Source: an optimization exercise on an open RTL-to-GDS flow (aim: small area, a short achievable clock period and few clock cycles per item). Production flows keep margins and buffers that such runs may drop.
Function was checked by simulation only, so behaviour that the tests miss may differ from the original.
Power and IR drop assume default switching activity.

==> design/flow/design.v <==
`timescale 1ns/1ps
module x64ptw_entry_decode (
    input  wire [1:0]  lv,
    input  wire [63:0] raw,
    output wire        leaf,
    output wire        big1g,         
    output wire        big2m,         
    output wire [4:0]  frame_shift,
    output wire [27:0] frame_ref,
    output wire        dirty,
    output wire        global_pg,
    output wire        pat,
    output wire [63:0] reserved,
    output wire        faulty
);
    wire l1 = (lv == 2'd0);
    wire l2 = (lv == 2'd1);
    wire l3 = (lv == 2'd2);
    wire l4 = (lv == 2'd3);
    assign big1g     = l3 & raw[7];
    assign big2m     = l2 & raw[7];
    assign leaf      = l1 | big1g | big2m;
    assign dirty     = leaf & raw[6];
    assign global_pg = leaf & raw[8];
    assign pat       = l1 ? raw[7] : ((big1g | big2m) & raw[12]);
    assign frame_shift = big1g ? 5'd30 : big2m ? 5'd21 : 5'd12;
    assign frame_ref[9:0]   = big1g ? raw[39:30] : big2m ? raw[30:21] : raw[21:12];
    assign frame_ref[18:10] = big1g ? 9'd0 : big2m ? raw[39:31] : raw[30:22];
    assign frame_ref[27:19] = (big1g | big2m) ? 9'd0 : raw[39:31];
    assign reserved[6:0]   = 7'd0;
    assign reserved[7]     = l4 & raw[7];
    assign reserved[12:8]  = 5'd0;
    assign reserved[20:13] = (big1g | big2m) ? raw[20:13] : 8'd0;
    assign reserved[29:21] = big1g ? raw[29:21] : 9'd0;
    assign reserved[39:30] = 10'd0;
    assign reserved[51:40] = raw[51:40];
    assign reserved[63:52] = 12'd0;
    assign faulty = (|raw[51:40]) | (l4 & raw[7]) |
                    ((big1g | big2m) & (|raw[20:13])) | (big1g & (|raw[29:21]));
endmodule
`timescale 1ns/1ps
module x64ptw (
    input  wire        clk,
    input  wire        rst,
    input  wire        cmd_valid,
    output wire        cmd_ready,
    input  wire [63:0] cmd_root,
    input  wire [63:0] cmd_va,
    input  wire        abort_req,
    output wire        mem_req_valid,
    input  wire        mem_req_ready,
    output wire [63:0] mem_req_addr,
    input  wire        mem_rsp_valid,
    input  wire [63:0] mem_rsp_data,
    input  wire        mem_rsp_err,
    output wire        ent_valid,
    output wire [2:0]  ent_level,
    output wire [8:0]  ent_index,
    output wire [63:0] ent_table_base,
    output wire [63:0] ent_raw,
    output wire        ent_leaf,
    output wire        ent_present,
    output wire        ent_writable,
    output wire        ent_user,
    output wire        ent_write_through,
    output wire        ent_cache_disable,
    output wire        ent_accessed,
    output wire        ent_exec_disable,
    output wire        ent_ps_valid,
    output wire        ent_ps,
    output wire        ent_dirty,
    output wire        ent_global,
    output wire        ent_pat,
    output wire [4:0]  ent_frame_shift,
    output wire [27:0] ent_frame_ref,
    output wire [63:0] ent_reserved,
    output wire        ent_faulty,
    output wire        rsp_valid,
    output wire [2:0]  rsp_status,
    output wire        rsp_mapped,
    output wire [63:0] rsp_page_base,
    output wire [4:0]  rsp_page_shift,
    output wire [29:0] rsp_page_offset,
    output wire [63:0] rsp_pa,
    output wire [2:0]  rsp_count,
    output wire [63:0] rsp_info
);
    reg        st_req;       
    reg        st_wait;      
    reg        st_done;      
    reg [1:0]  lv_q;         
    reg [11:3] lo_q;         
    reg        cy_q;         
    reg [11:3] nxt_lo_q;     
    reg        nxt_cy_q;     
    reg        nxt_canon;    
    reg        nxt_ok;       
    reg [47:0] va_q;
    reg [63:0] base_q;       
    wire [63:0] raw = mem_rsp_data;
    function [8:0] va_index(input [1:0] lv, input [47:0] va);
        case (lv)
            2'd3:    va_index = va[47:39];
            2'd2:    va_index = va[38:30];
            2'd1:    va_index = va[29:21];
            default: va_index = va[20:12];
        endcase
    endfunction
    wire [8:0]  index     = va_index(lv_q, va_q);
    wire [1:0]  lv_next   = lv_q - 2'd1;
    wire [8:0]  index_nxt = va_index(lv_next, va_q);
    function [51:0] prefix_and(input [51:0] b);
        integer k, i;
        begin
            prefix_and = b;
            for (k = 0; k < 6; k = k + 1)
                for (i = 0; i < 52; i = i + 1)
                    if (i[k])
                        prefix_and[i] = prefix_and[i] &
                                        prefix_and[(i & ~((2 << k) - 1)) | ((1 << k) - 1)];
        end
    endfunction
    wire [51:0] base_ones = prefix_and(base_q[63:12]);
    wire [63:0] cur_addr  = {base_q[63:12] ^ ({base_ones[50:0], 1'b1} & {52{cy_q}}),
                             lo_q, base_q[2:0]};
    wire [9:0]  first_lo  = {1'b0, cmd_root[11:3]} + {1'b0, cmd_va[47:39]};
    wire        first_cy  = first_lo[9];
    wire canonical = (cmd_va[63:47] == 17'd0) || (cmd_va[63:47] == 17'h1FFFF);
    wire        d_leaf, d_big1g, d_big2m;
    wire [4:0]  d_shift;
    wire [27:0] d_frame;
    x64ptw_entry_decode u_dec (
        .lv         (lv_q),
        .raw        (raw),
        .leaf       (d_leaf),
        .big1g      (d_big1g),
        .big2m      (d_big2m),
        .frame_shift(d_shift),
        .frame_ref  (d_frame),
        .dirty      (ent_dirty),
        .global_pg  (ent_global),
        .pat        (ent_pat),
        .reserved   (ent_reserved),
        .faulty     (ent_faulty)
    );
    wire answer   = st_wait & mem_rsp_valid;
    wire stop     = mem_rsp_err | !raw[0] | d_leaf | abort_req;
    wire w_end    = answer & stop;                
    wire w_next   = answer & !stop;               
    wire idle     = !(st_req | st_wait | st_done);
    assign cmd_ready = idle | st_done | w_end;
    wire accept      = cmd_valid & cmd_ready;
    wire first_req   = accept & nxt_ok & nxt_canon & !nxt_cy_q;
    assign mem_req_valid = st_req | w_next | first_req;
    assign mem_req_addr  = (st_wait & !stop) ? {24'd0, raw[39:12], index_nxt, 3'b000} :
                           st_req ? cur_addr : {cmd_root[63:12], nxt_lo_q, cmd_root[2:0]};
    always @(posedge clk) begin
        nxt_lo_q  <= first_lo[8:0];
        nxt_cy_q  <= first_cy;
        nxt_canon <= canonical;
        nxt_ok    <= cmd_valid & !accept;
    end
    always @(posedge clk) begin
        if (rst) begin
            st_req  <= 1'b0;
            st_wait <= 1'b0;
            st_done <= 1'b0;
        end else if (accept) begin
            st_req  <= canonical & !(nxt_ok & !nxt_cy_q & mem_req_ready);
            st_wait <= canonical & nxt_ok & !nxt_cy_q & mem_req_ready;
            st_done <= !canonical;
        end else if (w_next) begin
            st_req  <= !mem_req_ready;
            st_wait <= mem_req_ready;
        end else begin
            if (st_req & mem_req_ready) begin
                st_req  <= 1'b0;
                st_wait <= 1'b1;
            end
            if (w_end)
                st_wait <= 1'b0;
            st_done <= 1'b0;
        end
    end
    always @(posedge clk) begin
        if (cmd_ready) begin
            va_q   <= cmd_va[47:0];
            base_q <= {canonical ? cmd_root[63:48] : cmd_va[63:48], cmd_root[47:0]};
            lv_q   <= 2'd3;
            lo_q   <= first_lo[8:0];
            cy_q   <= first_cy;
        end else if (w_next) begin
            base_q <= {24'd0, raw[39:12], 12'd0};
            lv_q   <= lv_next;
            lo_q   <= index_nxt;
            cy_q   <= 1'b0;
        end
    end
    assign ent_valid         = answer & !mem_rsp_err;
    assign ent_level         = {1'b0, lv_q} + 3'd1;
    assign ent_index         = index;
    assign ent_table_base    = base_q;
    assign ent_raw           = raw;
    assign ent_leaf          = d_leaf;
    assign ent_present       = raw[0];
    assign ent_writable      = raw[1];
    assign ent_user          = raw[2];
    assign ent_write_through = raw[3];
    assign ent_cache_disable = raw[4];
    assign ent_accessed      = raw[5];
    assign ent_exec_disable  = raw[63];
    assign ent_ps_valid      = (lv_q != 2'd0);
    assign ent_ps            = (lv_q != 2'd0) & raw[7];
    assign ent_frame_shift   = d_shift;
    assign ent_frame_ref     = d_frame;
    wire mapped = st_wait & !mem_rsp_err & raw[0] & d_leaf;
    wire [29:0] offset = d_big1g ? va_q[29:0] :
                         d_big2m ? {9'd0, va_q[20:0]} : {18'd0, va_q[11:0]};
    wire [39:0] pbase  = {raw[39:30],
                          d_big1g ? 9'd0 : raw[29:21],
                          (d_big1g | d_big2m) ? 9'd0 : raw[20:12],
                          12'd0};
    assign rsp_valid       = st_done | w_end;
    assign rsp_status      = st_done ? 3'd1 :
                             mem_rsp_err ? 3'd2 :
                             (raw[0] & !d_leaf) ? 3'd7 : 3'd0;
    assign rsp_mapped      = mapped;
    assign rsp_page_base   = mapped ? {24'd0, pbase} : 64'd0;
    assign rsp_page_shift  = mapped ? d_shift : 5'd0;
    assign rsp_page_offset = mapped ? offset : 30'd0;
    assign rsp_pa          = mapped ? {24'd0, pbase | {10'd0, offset}} : 64'd0;
    assign rsp_count       = st_done ? 3'd0 : ({1'b0, ~lv_q} + {2'd0, !mem_rsp_err});
    assign rsp_info        = st_done ? {base_q[63:48], va_q} : mem_rsp_err ? cur_addr : 64'd0;
endmodule
==> design/flow/flow/run.sh <==
#!/bin/bash
# Standard layout with plain buffers (not delay cells) on the ports, adders
# left to abc as plain gates (no ripple half/full adder cells), pins allowed
# one track apart so that the die can be smaller, and the slow 4-input OR
# cells added to the platform's don't-use list for synthesis and repair.
set -euo pipefail
export BUFFER_PORTS_ARGS="-buffer_cell sky130_fd_sc_hd__buf_1"
export ADDER_MAP_FILE=
export PLACE_PINS_ARGS="-min_distance 1 -min_distance_in_tracks"
DU="sky130_fd_sc_hd__probe_p_8 sky130_fd_sc_hd__probec_p_8 sky130_fd_sc_hd__lpflow_bleeder_1 sky130_fd_sc_hd__lpflow_clkbufkapwr_1 sky130_fd_sc_hd__lpflow_clkbufkapwr_16 sky130_fd_sc_hd__lpflow_clkbufkapwr_2 sky130_fd_sc_hd__lpflow_clkbufkapwr_4 sky130_fd_sc_hd__lpflow_clkbufkapwr_8 sky130_fd_sc_hd__lpflow_clkinvkapwr_1 sky130_fd_sc_hd__lpflow_clkinvkapwr_16 sky130_fd_sc_hd__lpflow_clkinvkapwr_2 sky130_fd_sc_hd__lpflow_clkinvkapwr_4 sky130_fd_sc_hd__lpflow_clkinvkapwr_8 sky130_fd_sc_hd__lpflow_decapkapwr_12 sky130_fd_sc_hd__lpflow_decapkapwr_3 sky130_fd_sc_hd__lpflow_decapkapwr_4 sky130_fd_sc_hd__lpflow_decapkapwr_6 sky130_fd_sc_hd__lpflow_decapkapwr_8 sky130_fd_sc_hd__lpflow_inputiso0n_1 sky130_fd_sc_hd__lpflow_inputiso0p_1 sky130_fd_sc_hd__lpflow_inputiso1n_1 sky130_fd_sc_hd__lpflow_inputiso1p_1 sky130_fd_sc_hd__lpflow_inputisolatch_1 sky130_fd_sc_hd__lpflow_isobufsrc_1 sky130_fd_sc_hd__lpflow_isobufsrc_16 sky130_fd_sc_hd__lpflow_isobufsrc_2 sky130_fd_sc_hd__lpflow_isobufsrc_4 sky130_fd_sc_hd__lpflow_isobufsrc_8 sky130_fd_sc_hd__lpflow_isobufsrckapwr_16 sky130_fd_sc_hd__lpflow_lsbuf_lh_hl_isowell_tap_1 sky130_fd_sc_hd__lpflow_lsbuf_lh_hl_isowell_tap_2 sky130_fd_sc_hd__lpflow_lsbuf_lh_hl_isowell_tap_4 sky130_fd_sc_hd__lpflow_lsbuf_lh_isowell_4 sky130_fd_sc_hd__lpflow_lsbuf_lh_isowell_tap_1 sky130_fd_sc_hd__lpflow_lsbuf_lh_isowell_tap_2 sky130_fd_sc_hd__lpflow_lsbuf_lh_isowell_tap_4"
DU="$DU sky130_fd_sc_hd__or4_1 sky130_fd_sc_hd__or4_2 sky130_fd_sc_hd__or4_4"
DU="$DU sky130_fd_sc_hd__or4b_1 sky130_fd_sc_hd__or4b_2 sky130_fd_sc_hd__or4b_4"
DU="$DU sky130_fd_sc_hd__or4bb_1 sky130_fd_sc_hd__or4bb_2 sky130_fd_sc_hd__or4bb_4"
# standard.sh with the longer list on make's command line
sed "s|CLKGATE_MAP_FILE= |CLKGATE_MAP_FILE= 'DONT_USE_CELLS=$DU' |" standard.sh > standard_du.sh
grep -q "DONT_USE_CELLS=" standard_du.sh
bash standard_du.sh > standard.log 2>&1
==> design/flow/standard.sh <==
#!/bin/bash
# synth_recipe.tcl (not shown) runs the flow's synth.tcl, then flattens the netlist and writes it again
# the make line also repeats each setting of config.mk as NAME=value (left out here)
make -C /OpenROAD-flow-scripts/flow DESIGN_CONFIG=/design/flow/config.mk WORK_HOME=/design/flow/orfs CLKGATE_MAP_FILE= SYNTH_SCRIPT=/design/flow/synth_recipe.tcl "${@:-finish}"
==> design/flow/config.mk <==
export PLATFORM = sky130hd
export DESIGN_NAME = x64ptw
export DESIGN_NICKNAME = x64ptw
export VERILOG_FILES = /design/flow/design.v
export SDC_FILE = /design/flow/constraint.sdc
export NUM_CORES = 4
export LEC_CHECK = 0
export ABC_CLOCK_PERIOD_IN_PS = 2000
export CAP_MARGIN = 20
export CORE_AREA = 5 5 195 195
export CTS_BUF_LIST = sky130_fd_sc_hd__clkbuf_8 sky130_fd_sc_hd__clkbuf_16
export CTS_CLUSTER_SIZE = 12
export DIE_AREA = 0 0 200 200
export PLACE_DENSITY = 0.65
export SETUP_SLACK_MARGIN = 2.2
export SLEW_MARGIN = 20
export TNS_END_PERCENT = 10
==> design/flow/constraint.sdc <==
create_clock -name core_clock -period 6.0 [get_ports {clk}]
set_input_delay 1.2000 -clock core_clock [delete_from_list [all_inputs] [get_ports {clk}]]
set_output_delay 1.2000 -clock core_clock [all_outputs]
set_load 0.01 [all_outputs]
==> flow_summary.json <==
{
  "final_cell_mix": "buf_1, nand2_1, edfxtp_1",
  "ys.warnings.count": 1,
  "endpoint_kind": "output pin",
  "drive_above_1_share_pct": 18.0,
  "status": "finished clean",
  "tns_ps": 0,
  "r2r_setup_slack_ps": 3090,
  "switchingPower_mw": 1.13,
  "grt_pass1_vias": 12500,
  "grt_use_total_pct": 29.1,
  "crit_family": "buffers and inverters",
  "finalCritPeriodShare_pct": 66.1,
  "synthCells": 1533,
  "rows": 69,
  "ys_ff_latch": 139,
  "fp.dieW_um": 200,
  "clkPwrFrac_pct": 32.9,
  "top_layer_used": "met5",
  "cp_common_cell": "buf_4",
  "finalSetupViolations": 0,
  "syn_avg_cell_area_um2": 7.97,
  "synthArstFlopShare_pct": 0,
  "start_util_pct": 34.3,
  "critical_path_class": "input pin to output pin",
  "tightest_slew_ps": 966,
  "first_pass_iters": 6,
  "combPwrFrac_pct": 26.0,
  "rsz0062_at_grt": "true",
  "wl_met3_mm": 7.47,
  "p_leak_nw": 6.58,
  "arrival_ps": 2760,
  "viasPerCell": 5.54,
  "numPortBuffers": 610,
  "htreeDepth": 4,
  "synthFlopType": "edfxtp_1",
  "cellPowerDensity_mw_per_mm2": 195,
  "grt_pass1_wl_mm": 85.4,
  "clk_path_buf_depth": 2,
  "drt-met1-wl_mm": 23.9,
  "grt_start_max_net_pins": 84,
  "crit_required_ps": 4800,
  "crit_buf_inv": 6,
  "dp_hpwl_mm": 45.5,
  "critical-path-max-stage-delay_ps": 280,
  "wirelength_mm": 64.4,
  "worst_path_max_delay_cell": "a21o_4",
  "clkSinkCount": 139,
  "finalPower_mw": 3.12,
  "final_common_cell": "buf_1",
  "vias": 14000,
  "cts_root_buf": "clkbuf_16",
  "core-area_mm2": 0.0356,
  "nets": 2242,
  "final.setup_skew_ps": 15.0,
  "cts_made_buffers": 17,
  "worst_setup_hold_path_clk_slew_ps": 60,
  "synth_area_mm2": 0.0122,
  "grt_overflow": 0,
  "path_cells": "clkbuf_16 -> nand2b_4 -> a21o_4 -> inv_4 -> nand3_4 -> buf_12 -> buf_4 -> buf_4 -> a21oi_1 -> clkbuf_2",
  "gp_congestion": 0.967,
  "hold_slack_ps": 667,
  "slew_headroom_pct": 35.6,
  "peakVddDrop_mv": 0.141,
  "clkLatencyLatePin_ps": 440,
  "die_h_um": 200,
  "die-area_mm2": 0.0400,
  "ant_nets": 0,
  "met2_length_mm": 29.7,
  "grt_antenna_before_repair": 7,
  "min_path_type": "flip-flop to flip-flop",
  "hold_buffers": 0,
  "drv_slew": 0,
  "drc": 0,
  "cap_violations": 0,
  "internal_power_mw": 1.99,
  "drt-initial-drc-count": 1228,
  "start_kind": "input pin",
  "fin_crit_ps": 3960,
  "cts_tree": "done",
  "syn2layout_area_growth_pct": 30.9,
  "power_switching_share_pct": 36.1,
  "p_seq_share_pct": 41.1,
  "final_core_util_pct": 44.9,
  "crit_fanout": 7,
  "synth_edf_count": 122,
  "io_pins": 752,
  "synth.distinct_cells": 72,
  "detail_route.wl_per_cell_um": 25.6,
  "ys_seq_area_share_pct": 32.8,
  "timing.fmax_ghz": 0.252,
  "hold_viol": 0
}
==> logic make-up after synthesis <==
group | Yosys count | share of synthesized area (%)
compound gates | 333 | 16.6
xor+xnor | 66 | 4.73
fa+ha+maj | 3 | 0.246
buf+inv | 353 | 17.6
flops | 139 | 32.8
mux | 37 | 3.32
other cells | 2 | 0.0615
simple gates | 600 | 24.7
==> cell usage after synthesis (28+ instances only) <==
library cell	instances	area share [%]
a21oi_1	101	4.1
and2_1	54	2.8
and3_1	36	1.8
buf_4	209	13
clkbuf_1	73	2.2
edfxtp_1	122	30
inv_1	34	1.0
nand2_1	234	7.2
nand3_1	35	1.4
nor2_1	122	3.8
nor3_1	28	1.1
o21ai_0	120	4.9
xnor2_1	41	2.9
==> state kept, by name, indices dropped and copies added, names as in the netlist <==
signal	cells
lv_q	2
st_wait	1
cy_q	1
base_q	64
nxt_cy_q	1
nxt_lo_q	9
lo_q	9
st_done	1
nxt_ok	1
nxt_canon	1
va_q	48
st_req	1
==> stage by stage <==
stage	instance area, um^2	worst slack [ps]	cells
final	16000	2040	2521
after global routing	16000	2000	2520
after global placement	13600	1310	2397
after CTS	15400	2070	2496
after floorplan	12600	2240	1626
after detailed placement	13600	1330	2397
==> power groups by stage <==
stage | combinational (mW) | sequential (mW) | clock, mW
after detailed placement | 0.729 | 1.30 | 0
after global placement | 0.725 | 1.30 | 0
final | 0.811 | 1.28 | 1.02
after floorplan | 0.502 | 1.26 | 0
after global routing | 0.865 | 1.29 | 1.09
after CTS | 0.760 | 1.28 | 1.05
==> cell type report <==
class                           instances  area [um^2]
Antenna cell                            4         10.0
Clock buffer                           19          453
Clock inverter                         13          106
Fill cell                            3584        19600
Inverter                               38          170
Multi-Input combinational cell       1143         6970
Sequential cell                       139         4020
Tap cell                              461          577
Timing Repair Buffer                  701         3660
Timing Repair inverter                  3         21.3
==> worst paths after layout <==
| kind | from | to | cells past startpoint |
|---|---|---|---|
| setup / recovery | mem_rsp_data[7] | rsp_pa[17] | 10 |
| hold reg to reg | nxt_cy_q$_DFF_P_ | st_wait$_SDFFE_PP0P_ | 5 |
| setup reg to reg | st_done$_SDFFE_PP0P_ | base_q[33]$_DFFE_PP_ | 4 |
| hold / removal | nxt_cy_q$_DFF_P_ | st_wait$_SDFFE_PP0P_ | 5 |
==> per-layer routing <==
layer	track usage [%]	up-vias
met4	10.9	6
met1	35.8	6597
li1	-	6091
met3	7.94	211
met5	2.03	-
met2	48.8	1054
==> worst reg2reg max path: cells and delay by family, from the launching register on <==
kind,cells,cell delay (ps)
flip-flops,1,790
buffers and inverters,2,1080
AND/OR/NAND/NOR,2,580
==> repair_timing <==
action	in CTS	in global routing
setup endpoints to repair	271	247
cloned	17	2
pin swaps	13	4
gates resized for setup	173	133
buffers inserted	50	19
Testbench counts, summed over its fixed seeds: cycles 21,377, walks 3,200.

## port drivers added, routing unchanged
The results above use ideal ports. As a check the final layout listed here was re-extracted and re-timed, cells and wires unchanged.
Step 1 (the two cells are an assumption about what drives the block):
set clk [get_ports {clk}]
set_driving_cell -lib_cell sky130_fd_sc_hd__clkbuf_16 $clk
set_driving_cell -lib_cell sky130_fd_sc_hd__buf_2 [delete_from_list [all_inputs] $clk]
Step 2 times the ports against the registers' clock, not the clock port: input delays grow and output delays shrink by t, the midpoint of the rising clock arrivals with the driver on.
Three values: no drivers, after step 1, after step 2; two values: the first two.
shift t [ns]: 0.478
slack for setup (ns): 2.037 / 1.955 / 1.955
worst setup path at the end: input to output
latest minus earliest clock arrival (ns): 0.015 / 0.015
After both steps this run still meets setup and hold. For this run, drivers alone change the setup slack by -0.082 ns; drivers and shift together by -0.082 ns.
